Background: an optimization exercise with open tools, aiming at small area, a short achievable clock period and few clock cycles per item. Do not read the settings as production practice. The RTL was checked by simulation tests, not by an equivalence proof against the original design. Power figures rest on the tool's default switching activity, not on a simulated workload.

## v6
Design bitcrush_core, start of the top module:
module bitcrush_core (
    input  wire        clk,
    input  wire        rst,
    input  wire        cmd_valid,
    output reg         cmd_ready,
    input  wire [31:0] cmd_data,
    output reg         rsp_valid,
    output wire [31:0] rsp_data
);
clock: 12.0 ns
lec_check: 0
abc_area: 1
cap_margin: 20
core_margin: 2
core_utilization: 40
slew_margin: 20
synth_memory_max_bits: 8192
tns_end_percent: 10
standard.sh (not shown) runs the stock make flow with config.mk's settings and CLKGATE_MAP_FILE= SYNTH_SCRIPT=/design/flow/synth_recipe.tcl, a recipe that flattens the netlist after the stock synthesis.
==> flow/flow/run.sh <==
#!/bin/bash
set -euo pipefail
bash standard.sh SETUP_SLACK_MARGIN=7.5 finish > standard.log 2>&1
Testbench counts of v6, summed over its fixed seeds: cycles 10,149, items 6,288.
The following lists how v7 was set up differently from v6:
--- a/flow/design.v
+++ b/flow/design.v
@@ -576,13 +576,13 @@
     wire [9:0]  gain_new  = data[15] ? 10'd0 : (data > 16'd512) ? 10'd512 : data[9:0];
     wire [4:0]  fm1_d;
     bitcrush_factor_rom u_from (.drive(drive_r), .fm1(fm1_d));
     wire [15:0] m_cur;
     bitcrush_levels_rom u_rom (.drive(drive_r), .lvl_m(m_cur));
     reg         v1, v2, v3, v5;
-    reg  [1:0]  k1, k2, k3;
+    reg  [1:0]  k1, k2, k3, k5;
     reg  [5:0]  p1, p2, p3;
     reg  [1:0]  i1, i2, i3;
     reg         gs1;          
     reg  [17:0] a1;
     reg  [2:0]  b10, b11;     
     reg  [15:0] u2;
@@ -593,21 +593,21 @@
     reg  [15:0] m2;           
     reg  [15:0] r3, x3, m3;
     reg  [17:0] t3;           
     reg         n3, z3;
     reg  [15:0] val5;         
     reg         n5, z5;
+    reg  [9:0]  gp5;          
     reg  [3:0]  rsp_hi;
     reg  [15:0] rsp_lo;
     assign rsp_data = {rsp_hi, 12'd0, rsp_lo};
     wire done1 = v1 && (k1 != K_SAMP || i1 == 2'd3);
     wire done2 = v2 && (k2 != K_SAMP || i2 == 2'd3);
     wire done3 = v3 && (k3 != K_SAMP || i3 == 2'd3);
-    wire xf3   = done3 && (k3 == K_SAMP) && ((p3 == 6'd0) || ((p3 == 6'd1) && !v5));
-    wire pop3c = v3 && (k3 != K_SAMP) && (p3 == 6'd0) && !v5;
-    wire take3 = !v3 || xf3 || pop3c;
+    wire xf3   = done3 && ((p3 == 6'd0) || ((p3 == 6'd1) && !v5));
+    wire take3 = !v3 || xf3;
     wire xf2   = done2 && take3;
     wire take2 = !v2 || xf2;
     wire xf1   = done1 && take2;
     wire take1 = !v1 || xf1;
     wire blk     = is_samp && dpend;
     wire consume = in_v && !blk && (!need_rec || take1);
@@ -618,13 +618,13 @@
     wire h1 = v1 && !v2 && !v3 && !v5;
     wire d3 = h3 && (p3 != 6'd0);
     wire d2 = h2 && (p2 != 6'd0);
     wire d1 = h1 && (p1 != 6'd0);
     wire df = !any_rec && (rep_front != 6'd0);
     wire emit_rep = d1 | d2 | d3 | df;
-    wire emit     = emit_rep | v5 | pop3c;
+    wire emit     = emit_rep | v5;
     wire       acc_in   = cmd_valid && cmd_ready;
     wire       dirty_c  = is_sg ? 1'b1 : need_job ? 1'b0 : dirty;
     wire       pj_cons  = dirty_c || (is_samp ? (latch ? (fm1_r == 5'd0) : ({1'b0, cnt} + 6'd1 >= {1'b0, fm1_r}))
                                                : latch);
     wire       pred_job = dpend || (consume ? pj_cons : (dirty || latch));
     wire       dirty_nx = consume ? dirty_c : dirty;
@@ -790,29 +790,33 @@
         end else if (v3 && !done3) begin
             r3 <= r3n;
             x3 <= x3n;
             i3 <= i3 + 2'd1;
         end
         if (xf3) begin
-            val5 <= x3n;
-            n5   <= n3;
-            z5   <= z3;
+            k5 <= k3;
+            if (k3 == K_SAMP) begin
+                val5 <= x3n;
+                n5   <= n3;
+                z5   <= z3;
+            end
+            gp5 <= m3[9:0];
         end
         if (load1)   p1 <= rep_front - {5'd0, df};
         else if (d1) p1 <= p1 - 6'd1;
         if (xf1)     p2 <= p1 - {5'd0, d1};
         else if (d2) p2 <= p2 - 6'd1;
         if (xf2)     p3 <= p2 - {5'd0, d2};
         else if (d3) p3 <= p3 - 6'd1;
         if (emit) begin
-            if (!pop3c) begin
+            if (emit_rep || k5 == K_SAMP) begin
                 rsp_hi <= 4'b0001;
                 rsp_lo <= vfin;
             end else begin
-                case (k3)
-                    K_GET:   begin rsp_hi <= 4'b0010; rsp_lo <= {6'd0, m3[9:0]}; end
+                case (k5)
+                    K_GET:   begin rsp_hi <= 4'b0010; rsp_lo <= {6'd0, gp5}; end
                     K_ACK:   begin rsp_hi <= 4'b0000; rsp_lo <= 16'd0; end
                     default: begin rsp_hi <= 4'b1111; rsp_lo <= 16'd0; end
                 endcase
             end
         end
         if (rst) begin
@@ -833,13 +837,13 @@
             z5        <= 1'b1;
         end else begin
             in_v      <= in_v_nx;
             cmd_ready <= rdy_nx;
             v1 <= v1_nx;
             v2 <= xf1 || (v2 && !xf2);
-            v3 <= xf2 || (v3 && !xf3 && !pop3c);
+            v3 <= xf2 || (v3 && !xf3);
             v5 <= xf3;
             rsp_valid <= emit;
             rep_front <= load1 ? 6'd0 :
                          rep_front + {5'd0, consume && !need_rec} - {5'd0, df};
             out_cnt   <= acc_in ? out_em1 : out_em;
         end
Results
v7: flow completed, timing, DRC and antenna clean. v6: all stages complete, timing, DRC and antenna checks passed. Summary of the comparison: via count is higher in v7, relative to v6. Compared to v6, the routing of v7 uses more wire. Changes observed in v7 relative to v6: count of plain and timing-repair buffers in the layout saw an increase; combinational share of power saw an increase. Of the two values seen for destination of the critical timing path, r3[8]$_DFFE_PP_ was produced by v6 and x3[9]$_DFFE_PP_ by v7. v7 gives more cell count of the worst reg-to-reg path than v6 did. On fraction of layout cells with a size suffix above 1, the higher figure sits with v7, not v6. The total power of v7 was inferior to that of v6. Relative to v6, the final cell count measured on v7 has increased by a few percent. The area of the mapped netlist in v7 was higher than what v6 gave. In the metrics for v6 and v7, the one carrying the higher post-synthesis share of cell area spent on full adders, half adders and majority gates is v6.
Testbench counts of v7, summed over its fixed seeds: cycles 10,121, items 6,288.

## static timing again, ports no longer ideal
The flow's constraints put no driver on any port. The routed layouts listed below were extracted and timed again, unchanged, in two steps.
Step 1, drivers: a clkbuf_16 drives clk and a buf_2 each remaining input, both assumed.
Step 2 times the ports against the registers' clock, not the clock port: input delays grow and output delays shrink by t, the midpoint of the rising clock arrivals with the driver on.
Three values: ideal ports, drivers, drivers and shift; two values: the first two.
| run | shift t [ns] | setup slack, ns | clock arrival spread, ns | worst data-port slew with drivers (ns) | pins driven straight from the clock port |
|---|---|---|---|---|---|
| v6 | 0.645 | 7.477 / 7.477 / 6.981 | 0.017 / 0.017 | 0.09 | 1 |
| v7 | 0.630 | 7.413 / 7.413 / 6.917 | 0.031 / 0.030 | 0.08 | 1 |
After both steps every run listed still meets setup and hold.
